Source: an optimization exercise on an open RTL-to-GDS flow (aim: small area, a short achievable clock period and few clock cycles per item). Production flows keep margins and buffers that such runs may drop.
At most, simulation tests tie the RTL to the original design; equivalence was not proved.

==> run M: inputs <==
Design ldsdk_pll, start of the top module:
module ldsdk_pll #(
    parameter integer P_TICKS   = 240000,
    parameter integer REF_POINT = 1000,
    parameter integer TC        = 10,
    parameter integer K_CLIP    = 2,
    parameter integer G_LEAD    = 3,
    parameter integer G_CLIP    = 1,
    parameter integer G_INT     = 24,
    parameter integer SCALE     = 5,
    parameter integer TRIM_BITS = 10
) (
    input  wire                 clk,
    input  wire                 rst,
    input  wire                 in_valid,
    output wire                 in_ready,
    input  wire [15:0]          in_fn,
    input  wire [31:0]          in_t,
    input  wire                 in_wait_sync,
    input  wire                 in_sf_valid,
    input  wire [15:0]          in_sf_frame,
    output reg                  done,
    output reg                  start,
    output reg  [TRIM_BITS-1:0] trim_out,
    output reg                  sat,
    output wire [31:0]          phase,
    output wire [31:0]          err,
  ...
clock: 70.0 ns
lec_check: 0
abc_area: 1
cap_margin: 20
core_margin: 2
core_utilization: 40
cts_cluster_diameter: 80
cts_cluster_size: 18
slew_margin: 20
standard.sh (not shown) runs the stock make flow with config.mk's settings and CLKGATE_MAP_FILE= SYNTH_SCRIPT=/design/flow/synth_recipe.tcl, a recipe that flattens the netlist after the stock synthesis.
==> flow/flow/run.sh <==
#!/bin/bash
# The standard layout (standard.sh) with two changes:
#  - synthesis maps the combinational logic with flow/abc_nf.script, an
#    area-oriented ABC script (&nf with relaxed delay), in place of ORFS's
#    abc_area.script; everything else in synthesis is synth_recipe.tcl as is
#    (synth -nofsm -noshare, flatten, renames; registers untouched by ABC)
#  - the port buffers are sky130_fd_sc_hd__buf_1
# Each tool's full output stays in orfs/logs/; make's output goes to
# standard_flow.log.
set -e
here=$(pwd)
{
  echo "proc abc {args} {"
  echo "  set i [lsearch -exact \$args -script]"
  echo "  if {\$i >= 0} { lset args [expr {\$i + 1}] $here/flow/abc_nf.script }"
  echo "  yosys abc {*}\$args"
  echo "}"
  cat synth_recipe.tcl
} > synth_abc_nf.tcl
bash standard.sh "SYNTH_SCRIPT=$here/synth_abc_nf.tcl" \
  "BUFFER_PORTS_ARGS=-buffer_cell sky130_fd_sc_hd__buf_1" finish > standard_flow.log 2>&1
==> flow/flow/abc_nf.script <==
strash
&get -n
&fraig -x
&put
dc2
strash
&get -n
&dch -f
&nf -R 1000 -p
&put
buffer -c
topo
stime -c
upsize -c
dnsize -c
==> run F: changes against run M <==
--- a/flow/design.v
+++ b/flow/design.v
@@ -281,55 +281,57 @@
         th2 <= th;
         fn2 <= fn1;
         g2  <= g1;
     end
     reg [21:0] lpr;      
     reg [17:0] qr;       
     reg        ir;       
+    reg        nzr;      
     reg [25:0] u_q;      
     reg [2:0]  v_q;
     reg [4:0]  r_q;
     reg        flt;      
+    reg        sz;
+    wire [21:0] lpr_z = sz ? 22'd0 : lpr;
+    wire [17:0] qr_z  = sz ? 18'd0 : qr;
+    wire        ir_z  = !sz && ir;
+    wire [25:0] u_z   = sz ? 26'd0 : u_q;
+    wire [2:0]  v_z   = sz ? 3'd0 : v_q;
+    wire [4:0]  r_z   = sz ? 5'd0 : r_q;
+    wire        flt_z = !sz && flt;
     wire [21:0] ph2x = {{4{ph2[17]}}, ph2};
-    wire [21:0] qnx  = ~{{4{qr[17]}}, qr};
-    wire [21:0] l_s  = lpr ^ qnx ^ ph2x;
-    wire [21:0] l_c  = (lpr & qnx) | (lpr & ph2x) | (qnx & ph2x);
-    wire [21:0] lp   = add_pf({10'd0, l_s}, {10'd0, l_c[20:0], !ir}, 1'b0);
+    wire [21:0] qnx  = ~{{4{qr_z[17]}}, qr_z};
+    wire [21:0] l_s  = lpr_z ^ qnx ^ ph2x;
+    wire [21:0] l_c  = (lpr_z & qnx) | (lpr_z & ph2x) | (qnx & ph2x);
+    wire [21:0] lp   = add_pf({10'd0, l_s}, {10'd0, l_c[20:0], !ir_z}, 1'b0);
     wire [19:0] q10b;
     wire [4:0]  r10;
     ldsdk_divc #(.N(20), .D(5)) u_d10 (.neg(lp[21]), .x(lp[20:1]), .q(q10b), .r(r10));
     wire nz10 = !r10[0] || lp[0];
-    wire [16:0] a3q;
-    wire [2:0]  a3r;
-    ldsdk_divc #(.N(17), .D(3)) u_a3 (.neg(lp[21]), .x(q10b[16:0]), .q(a3q), .r(a3r));
-    wire [16:0] a5q;
-    wire [4:0]  a5r;
-    ldsdk_divc #(.N(17), .D(5)) u_a5 (.neg(lp[21]), .x(a3q), .q(a5q), .r(a5r));
-    wire n2 = lp[21] && (!a3r[0] || nz10);
     wire [13:0] y3q;
     wire [2:0]  y3r;
     ldsdk_divc #(.N(14), .D(3)) u_y3 (.neg(ph2[17]), .x(ph2[16:3]), .q(y3q), .r(y3r));
     wire [13:0] y5q;
     wire [4:0]  y5r;
     ldsdk_divc #(.N(14), .D(5)) u_y5 (.neg(ph2[17]), .x(y3q), .q(y5q), .r(y5r));
     wire [2:0] pb = {y5r[4], y5r[3] | y5r[2], y5r[3] | y5r[1]};
     wire [1:0] r3 = {y3r[2], y3r[1]};
     wire [4:0] pc = {r3, ph2[2:0]};
-    wire [5:0] rr = add_rc({27'd0, r_q}, {27'd0, pc}, 1'b0);
+    wire [5:0] rr = add_rc({27'd0, r_z}, {27'd0, pc}, 1'b0);
     wire       cr = rr[5] || (rr[4] && rr[3]);                  
     wire [4:0] rn = cr ? add_rc({27'd0, rr[4:0]}, 32'd8, 1'b0) : rr[4:0];    
-    wire [3:0] vv = add_rc({29'd0, v_q}, {29'd0, pb}, cr);
+    wire [3:0] vv = add_rc({29'd0, v_z}, {29'd0, pb}, cr);
     wire       cv = vv[3] || (vv[2] && (vv[1] || vv[0]));       
     wire [2:0] vn = cv ? add_rc({29'd0, vv[2:0]}, 32'd3, 1'b0) : vv[2:0];    
-    wire [11:0] u_hi  = u_q[25:14];
+    wire [11:0] u_hi  = u_z[25:14];
     wire [11:0] u_hp1 = add_rc({20'd0, u_hi}, 32'd1, 1'b0);
     wire [11:0] u_hp2 = add_rc({20'd0, u_hi}, 32'd2, 1'b0);
     wire [11:0] u_hm1 = add_rc({20'd0, u_hi}, 32'hFFFFFFFF, 1'b0);
     wire [11:0] u_hm2 = add_rc({20'd0, u_hi}, 32'hFFFFFFFE, 1'b0);
-    wire [14:0] un_lo = add_pf({18'd0, u_q[13:0]}, {18'd0, y5q[13:0]}, cv);
+    wire [14:0] un_lo = add_pf({18'd0, u_z[13:0]}, {18'd0, y5q[13:0]}, cv);
     wire        un_up = un_lo[14] && !ph2[17];       
     wire        un_dn = !un_lo[14] && ph2[17];       
     wire [11:0] un_hi = un_up ? u_hp1 : un_dn ? u_hm1 : u_hi;
     wire [25:0] un = {un_hi, un_lo[13:0]};
     wire [11:0] hmax = 12'd1092;
     wire [11:0] hmin = 12'hBBB;         
     wire [21:0] lo_n = {un_lo[13:0], vn, rn};
@@ -347,57 +349,58 @@
     wire h_lt  = un_up ? lt_p  : un_dn ? lt_m  : lt_0;
     wire h_eqx = un_up ? eqx_p : un_dn ? eqx_m : eqx_0;
     wire h_eqn = un_up ? eqn_p : un_dn ? eqn_m : eqn_0;
     wire it_ovf = h_gt || (h_eqx && lo_gt) || h_lt || (h_eqn && lo_lt);
     wire        bw2 = ph2[6] || ph2[5] || (ph2[4] && ph2[3]);
     wire [24:0] fts_n = add_rc({7'd0, th2}, {7'd0, ~{{14{ph2[17]}}, ph2[17:7]}}, !bw2);
     always @(posedge clk) begin
-        if (rst) begin
-            lpr <= 22'd0;
-            qr  <= 18'd0;
-            ir  <= 1'b0;
-            u_q <= 26'd0;
-            v_q <= 3'd0;
-            r_q <= 5'd0;
-            flt <= 1'b0;
-        end else if (v2 && !flt) begin
+        if (rst)
+            sz <= 1'b1;
+        else if (v2)
+            sz <= 1'b0;
+    end
+    always @(posedge clk) begin
+        if (v2 && !flt_z) begin
             lpr <= lp;
             qr  <= {lp[21], q10b[16:0]};
             ir  <= lp[21] && nz10;
-            if (it_ovf) begin
-                flt <= 1'b1;
-            end else begin
+            nzr <= nz10;
+            flt <= it_ovf;
+            if (!it_ovf) begin
                 u_q <= un;
                 v_q <= vn;
                 r_q <= rn;
             end
         end
     end
     reg        v3;
     reg        pw3;      
     reg        ok3;      
     reg [17:0] ph3;
     reg [24:0] fts3;
     reg [15:0] fn3;
     reg        g3;
-    reg [13:0] al3;      
-    reg [2:0]  r53;      
-    reg        n23;
     always @(posedge clk) begin
         v3   <= !rst && v2;
-        pw3  <= !flt;
-        ok3  <= !flt && !it_ovf;
+        pw3  <= !flt_z;
+        ok3  <= !flt_z && !it_ovf;
         ph3  <= ph2;
         fts3 <= fts_n;
         fn3  <= fn2;
         g3   <= g2;
-        al3  <= a5q[13:0];
-        r53  <= {a5r[4], a5r[3] | a5r[2], a5r[3] | a5r[1]};
-        n23  <= n2;
     end
+    wire [16:0] a3q;
+    wire [2:0]  a3r;
+    ldsdk_divc #(.N(17), .D(3)) u_a3 (.neg(qr[17]), .x(qr[16:0]), .q(a3q), .r(a3r));
+    wire [16:0] a5q;
+    wire [4:0]  a5r;
+    ldsdk_divc #(.N(17), .D(5)) u_a5 (.neg(qr[17]), .x(a3q), .q(a5q), .r(a5r));
+    wire [13:0] al3 = a5q[13:0];
+    wire [2:0]  r53 = {a5r[4], a5r[3] | a5r[2], a5r[3] | a5r[1]};
+    wire n23 = qr[17] && (!a3r[0] || nzr);
     wire n1 = u_q[25] && (r_q != 5'd0);
     wire [2:0] cl2  = ph3[17] ? 3'd0 : (ph3 != 18'd0) ? 3'd4 : 3'd2;
     wire [3:0] sg_a = add_rc({29'd0, r53}, {29'd0, v_q}, n1);
     wire [3:0] sg2  = add_rc({28'd0, sg_a}, {29'd0, cl2}, n23);
     wire [14:0] p_lo = add_rc({18'd0, u_q[13:0]}, {18'd0, al3}, 1'b0);
     wire        p_up = p_lo[14] && !al3[13];
     wire        p_dn = !p_lo[14] && al3[13];
==> flow/flow/run.sh (replaced) <==
#!/bin/bash
bash standard.sh "BUFFER_PORTS_ARGS=-buffer_cell sky130_fd_sc_hd__buf_1" finish > standard_flow.log 2>&1
- CTS_CLUSTER_DIAMETER: 80 -> default
- CTS_CLUSTER_SIZE: 18 -> default
removed: flow/flow/abc_nf.script
==> run X: changes against run M <==
--- a/flow/design.v
+++ b/flow/design.v
@@ -273,31 +273,39 @@
     reg        v2;
     reg [17:0] ph2;      
     reg [24:0] th2;
     reg [15:0] fn2;
     reg        g2;
     always @(posedge clk) begin
         v2  <= !rst && v1;
-        ph2 <= {ph_hi, tlp};
+        ph2 <= v1 ? {ph_hi, tlp} : 18'd0;
         th2 <= th;
         fn2 <= fn1;
         g2  <= g1;
     end
     reg [21:0] lpr;      
     reg [17:0] qr;       
     reg        ir;       
     reg [25:0] u_q;      
     reg [2:0]  v_q;
     reg [4:0]  r_q;
     reg        flt;      
+    reg        sz;
+    wire [21:0] lpr_z = sz ? 22'd0 : lpr;
+    wire [17:0] qr_z  = sz ? 18'd0 : qr;
+    wire        ir_z  = !sz && ir;
+    wire [25:0] u_z   = sz ? 26'd0 : u_q;
+    wire [2:0]  v_z   = sz ? 3'd0 : v_q;
+    wire [4:0]  r_z   = sz ? 5'd0 : r_q;
+    wire        flt_z = !sz && flt;
     wire [21:0] ph2x = {{4{ph2[17]}}, ph2};
-    wire [21:0] qnx  = ~{{4{qr[17]}}, qr};
-    wire [21:0] l_s  = lpr ^ qnx ^ ph2x;
-    wire [21:0] l_c  = (lpr & qnx) | (lpr & ph2x) | (qnx & ph2x);
-    wire [21:0] lp   = add_pf({10'd0, l_s}, {10'd0, l_c[20:0], !ir}, 1'b0);
+    wire [21:0] qnx  = ~{{4{qr_z[17]}}, qr_z};
+    wire [21:0] l_s  = lpr_z ^ qnx ^ ph2x;
+    wire [21:0] l_c  = (lpr_z & qnx) | (lpr_z & ph2x) | (qnx & ph2x);
+    wire [21:0] lp   = add_pf({10'd0, l_s}, {10'd0, l_c[20:0], !ir_z}, 1'b0);
     wire [19:0] q10b;
     wire [4:0]  r10;
     ldsdk_divc #(.N(20), .D(5)) u_d10 (.neg(lp[21]), .x(lp[20:1]), .q(q10b), .r(r10));
     wire nz10 = !r10[0] || lp[0];
     wire [16:0] a3q;
     wire [2:0]  a3r;
     ldsdk_divc #(.N(17), .D(3)) u_a3 (.neg(lp[21]), .x(q10b[16:0]), .q(a3q), .r(a3r));
@@ -310,26 +318,26 @@
     ldsdk_divc #(.N(14), .D(3)) u_y3 (.neg(ph2[17]), .x(ph2[16:3]), .q(y3q), .r(y3r));
     wire [13:0] y5q;
     wire [4:0]  y5r;
     ldsdk_divc #(.N(14), .D(5)) u_y5 (.neg(ph2[17]), .x(y3q), .q(y5q), .r(y5r));
     wire [2:0] pb = {y5r[4], y5r[3] | y5r[2], y5r[3] | y5r[1]};
     wire [1:0] r3 = {y3r[2], y3r[1]};
     wire [4:0] pc = {r3, ph2[2:0]};
-    wire [5:0] rr = add_rc({27'd0, r_q}, {27'd0, pc}, 1'b0);
+    wire [5:0] rr = add_rc({27'd0, r_z}, {27'd0, pc}, 1'b0);
     wire       cr = rr[5] || (rr[4] && rr[3]);                  
     wire [4:0] rn = cr ? add_rc({27'd0, rr[4:0]}, 32'd8, 1'b0) : rr[4:0];    
-    wire [3:0] vv = add_rc({29'd0, v_q}, {29'd0, pb}, cr);
+    wire [3:0] vv = add_rc({29'd0, v_z}, {29'd0, pb}, cr);
     wire       cv = vv[3] || (vv[2] && (vv[1] || vv[0]));       
     wire [2:0] vn = cv ? add_rc({29'd0, vv[2:0]}, 32'd3, 1'b0) : vv[2:0];    
-    wire [11:0] u_hi  = u_q[25:14];
+    wire [11:0] u_hi  = u_z[25:14];
     wire [11:0] u_hp1 = add_rc({20'd0, u_hi}, 32'd1, 1'b0);
     wire [11:0] u_hp2 = add_rc({20'd0, u_hi}, 32'd2, 1'b0);
     wire [11:0] u_hm1 = add_rc({20'd0, u_hi}, 32'hFFFFFFFF, 1'b0);
     wire [11:0] u_hm2 = add_rc({20'd0, u_hi}, 32'hFFFFFFFE, 1'b0);
-    wire [14:0] un_lo = add_pf({18'd0, u_q[13:0]}, {18'd0, y5q[13:0]}, cv);
+    wire [14:0] un_lo = add_pf({18'd0, u_z[13:0]}, {18'd0, y5q[13:0]}, cv);
     wire        un_up = un_lo[14] && !ph2[17];       
     wire        un_dn = !un_lo[14] && ph2[17];       
     wire [11:0] un_hi = un_up ? u_hp1 : un_dn ? u_hm1 : u_hi;
     wire [25:0] un = {un_hi, un_lo[13:0]};
     wire [11:0] hmax = 12'd1092;
     wire [11:0] hmin = 12'hBBB;         
     wire [21:0] lo_n = {un_lo[13:0], vn, rn};
@@ -347,49 +355,44 @@
     wire h_lt  = un_up ? lt_p  : un_dn ? lt_m  : lt_0;
     wire h_eqx = un_up ? eqx_p : un_dn ? eqx_m : eqx_0;
     wire h_eqn = un_up ? eqn_p : un_dn ? eqn_m : eqn_0;
     wire it_ovf = h_gt || (h_eqx && lo_gt) || h_lt || (h_eqn && lo_lt);
     wire        bw2 = ph2[6] || ph2[5] || (ph2[4] && ph2[3]);
     wire [24:0] fts_n = add_rc({7'd0, th2}, {7'd0, ~{{14{ph2[17]}}, ph2[17:7]}}, !bw2);
     always @(posedge clk) begin
-        if (rst) begin
-            lpr <= 22'd0;
-            qr  <= 18'd0;
-            ir  <= 1'b0;
-            u_q <= 26'd0;
-            v_q <= 3'd0;
-            r_q <= 5'd0;
-            flt <= 1'b0;
-        end else if (v2 && !flt) begin
+        if (rst)
+            sz <= 1'b1;
+        else if (v2)
+            sz <= 1'b0;
+    end
+    always @(posedge clk) begin
+        u_q <= un;
+        v_q <= vn;
+        r_q <= rn;
+        if (v2) begin
             lpr <= lp;
             qr  <= {lp[21], q10b[16:0]};
             ir  <= lp[21] && nz10;
-            if (it_ovf) begin
-                flt <= 1'b1;
-            end else begin
-                u_q <= un;
-                v_q <= vn;
-                r_q <= rn;
-            end
+            flt <= flt_z || it_ovf;
         end
     end
     reg        v3;
     reg        pw3;      
     reg        ok3;      
     reg [17:0] ph3;
     reg [24:0] fts3;
     reg [15:0] fn3;
     reg        g3;
     reg [13:0] al3;      
     reg [2:0]  r53;      
-    reg        n23;
+    reg        n23;      
     always @(posedge clk) begin
         v3   <= !rst && v2;
-        pw3  <= !flt;
-        ok3  <= !flt && !it_ovf;
+        pw3  <= !flt_z;
+        ok3  <= !flt_z && !it_ovf;
         ph3  <= ph2;
         fts3 <= fts_n;
         fn3  <= fn2;
         g3   <= g2;
         al3  <= a5q[13:0];
         r53  <= {a5r[4], a5r[3] | a5r[2], a5r[3] | a5r[1]};
         n23  <= n2;
==> flow/flow/run.sh (replaced) <==
#!/bin/bash
# The standard layout (standard.sh) with three changes:
#  - synthesis maps the combinational logic with flow/abc_nf.script, an
#    area-oriented ABC script (&nf with relaxed delay), in place of ORFS's
#    abc_area.script; everything else in synthesis is synth_recipe.tcl as is
#    (synth -nofsm -noshare, flatten, renames; registers untouched by ABC)
#  - the port buffers are sky130_fd_sc_hd__buf_1
#  - after placement, flow/upsize.tcl gives the flip-flops that drive
#    several output ports a stronger drive (dfxtp_4)
# Each ORFS step's full log stays in orfs/logs/; make's output goes to
# standard_place.log and standard_finish.log, the resizing step's to upsize.log.
set -e
here=$(pwd)
{
  echo "proc abc {args} {"
  echo "  set i [lsearch -exact \$args -script]"
  echo "  if {\$i >= 0} { lset args [expr {\$i + 1}] $here/flow/abc_nf.script }"
  echo "  yosys abc {*}\$args"
  echo "}"
  cat synth_recipe.tcl
} > synth_abc_nf.tcl
args=("SYNTH_SCRIPT=$here/synth_abc_nf.tcl" "BUFFER_PORTS_ARGS=-buffer_cell sky130_fd_sc_hd__buf_1")
bash standard.sh "${args[@]}" place > standard_place.log 2>&1
UPSIZE_RESULTS=$here/orfs/results/sky130hd/ldsdk_pll/base openroad -no_init -exit flow/upsize.tcl > upsize.log 2>&1
bash standard.sh "${args[@]}" finish > standard_finish.log 2>&1
==> flow/flow/upsize.tcl (new file) <==
# Between placement and CTS: a flip-flop whose output drives several output
# ports (the sign bits of phase and err are repeated over their upper bits)
# gets a stronger drive, sky130_fd_sc_hd__dfxtp_4 in place of dfxtp_1.
set R $::env(UPSIZE_RESULTS)
read_db $R/3_place.odb
read_liberty $::env(FLOW_HOME)/platforms/sky130hd/lib/sky130_fd_sc_hd__tt_025C_1v80.lib
set block [ord::get_db_block]
set n 0
foreach inst [$block getInsts] {
  if {[[$inst getMaster] getName] ne "sky130_fd_sc_hd__dfxtp_1"} { continue }
  set net [[$inst findITerm Q] getNet]
  if {$net eq "NULL"} { continue }
  set nout 0
  foreach it [$net getITerms] {
    if {[string match "output*" [[$it getInst] getName]]} { incr nout }
  }
  if {$nout > 2} {
    replace_cell [$inst getName] sky130_fd_sc_hd__dfxtp_4
    puts "upsized [$inst getName]: drives $nout output buffers"
    incr n
  }
}
puts "upsized $n flip-flops"
detailed_placement
check_placement
write_db $R/3_place.odb
- CORE_UTILIZATION: 40 -> 70
- PLACE_DENSITY: default -> 0.85
==> results.txt <==
# TYPE chip_impl_metric gauge
chip_impl_metric{name="crit_arrival",unit="ps"} 15900
chip_impl_metric{name="max-slew-margin-rel",unit="%"} 38.81
chip_impl_info{name="crit-reg2reg-launch",value="qr[17]$_DFFE_PP_"} 1
chip_impl_metric{name="post-place-cells",unit=""} 3892
chip_impl_metric{name="synth-compound-area-share",unit="%"} 11.81
chip_impl_metric{name="die_area",unit="µm²"} 60640
chip_impl_metric{name="detailedRoute.firstIterationViolations",unit=""} 1252
chip_impl_metric{name="synth.top_cell.area_share",unit="%"} 23.45
chip_impl_metric{name="area_of_the_mapped_netlist",unit="µm²"} 23480
chip_impl_metric{name="non_clock_buffer_area_fraction",unit="%"} 3.014
chip_impl_metric{name="worst_slack_at_placement",unit="ps"} 54590
chip_impl_info{name="status",value="finished clean"} 1
chip_impl_metric{name="worstPathRequired",unit="ps"} 70490
chip_impl_metric{name="htreeDepth",unit=""} 2
chip_impl_metric{name="finalWorstSetupSlack",unit="ps"} 54590
chip_impl_info{name="worst_hold_path.endpoint",value="ph2[1]$_DFF_P_"} 1
chip_impl_metric{name="worst_case_clock_skew",unit="ps"} 41.19
chip_impl_metric{name="cts_buffers",unit=""} 40
chip_impl_metric{name="synth_sequential_area_ratio",unit="%"} 33.17
chip_impl_metric{name="critical_path_depth",unit=""} 74
# the run above: run F

==> results.txt <==
# TYPE chip_impl_metric gauge
chip_impl_metric{name="non_clock_buffer_area_fraction",unit="%"} 3.407
chip_impl_metric{name="crit_arrival",unit="ps"} 1200
chip_impl_metric{name="synth.top_cell.area_share",unit="%"} 29.29
chip_impl_metric{name="finalWorstSetupSlack",unit="ps"} 54800
chip_impl_metric{name="critical_path_depth",unit=""} 1
chip_impl_metric{name="synth-compound-area-share",unit="%"} 12.87
chip_impl_info{name="worst_hold_path.endpoint",value="fn3[5]$_DFF_P_"} 1
chip_impl_metric{name="worst_slack_at_placement",unit="ps"} 54330
chip_impl_metric{name="cts_buffers",unit=""} 25
chip_impl_metric{name="area_of_the_mapped_netlist",unit="µm²"} 22350
chip_impl_metric{name="htreeDepth",unit=""} 1
chip_impl_info{name="status",value="finished clean"} 1
chip_impl_metric{name="post-place-cells",unit=""} 2895
chip_impl_metric{name="worstPathRequired",unit="ps"} 56000
# the run above: run X

==> results.txt <==
# TYPE chip_impl_metric gauge
chip_impl_metric{name="crit_arrival",unit="ps"} 1430
chip_impl_metric{name="worst_slack_at_placement",unit="ps"} 54300
chip_impl_info{name="status",value="finished clean"} 1
chip_impl_metric{name="non_clock_buffer_area_fraction",unit="%"} 3.254
chip_impl_metric{name="finalWorstSetupSlack",unit="ps"} 54570
chip_impl_info{name="crit-reg2reg-launch",value="ph2[17]$_DFF_P_"} 1
chip_impl_metric{name="synth.top_cell.area_share",unit="%"} 32.54
chip_impl_metric{name="detailedRoute.firstIterationViolations",unit=""} 879
chip_impl_metric{name="area_of_the_mapped_netlist",unit="µm²"} 22580
chip_impl_metric{name="cts_buffers",unit=""} 27
chip_impl_metric{name="htreeDepth",unit=""} 1
chip_impl_metric{name="synth-compound-area-share",unit="%"} 15.33
chip_impl_metric{name="worstPathRequired",unit="ps"} 56000
chip_impl_metric{name="critical_path_depth",unit=""} 1
# the run above: run M

Testbench counts of run X, summed over its fixed seeds: cycles 3,224, items 3,200.
Function not checked in run M and run F: the RTL went through the layout flow alone.

-- re-timing with driven ports --
Ports are ideal in the flow. The routed layouts listed here were re-timed in OpenROAD. Step 1 (the two cells are an assumption about what drives the block):
set clk [get_ports {clk}]
set_driving_cell -lib_cell sky130_fd_sc_hd__clkbuf_16 $clk
set_driving_cell -lib_cell sky130_fd_sc_hd__buf_2 [delete_from_list [all_inputs] $clk]
Step 2 times the ports against the registers' clock, not the clock port: input delays grow and output delays shrink by t, the midpoint of the rising clock arrivals with the driver on. a / b / c = no drivers / after step 1 / after step 2; a / b = the first two.
| run | shift t [ns] | setup slack, ns | worst setup path after step 2 | worst data-port slew with drivers (ns) |
|---|---|---|---|---|
| run M | 0.648 | 54.567 / 54.501 / 54.288 | input to register | 0.05 |
| run F | 0.629 | 54.595 / 54.553 / 54.508 | input to register | 0.05 |
| run X | 0.606 | 54.797 / 54.749 / 54.302 | input to register | 0.12 |
After both steps every run listed still meets setup and hold. For run X, which loses most, drivers alone change the setup slack by -0.048 ns; drivers and shift together by -0.495 ns.
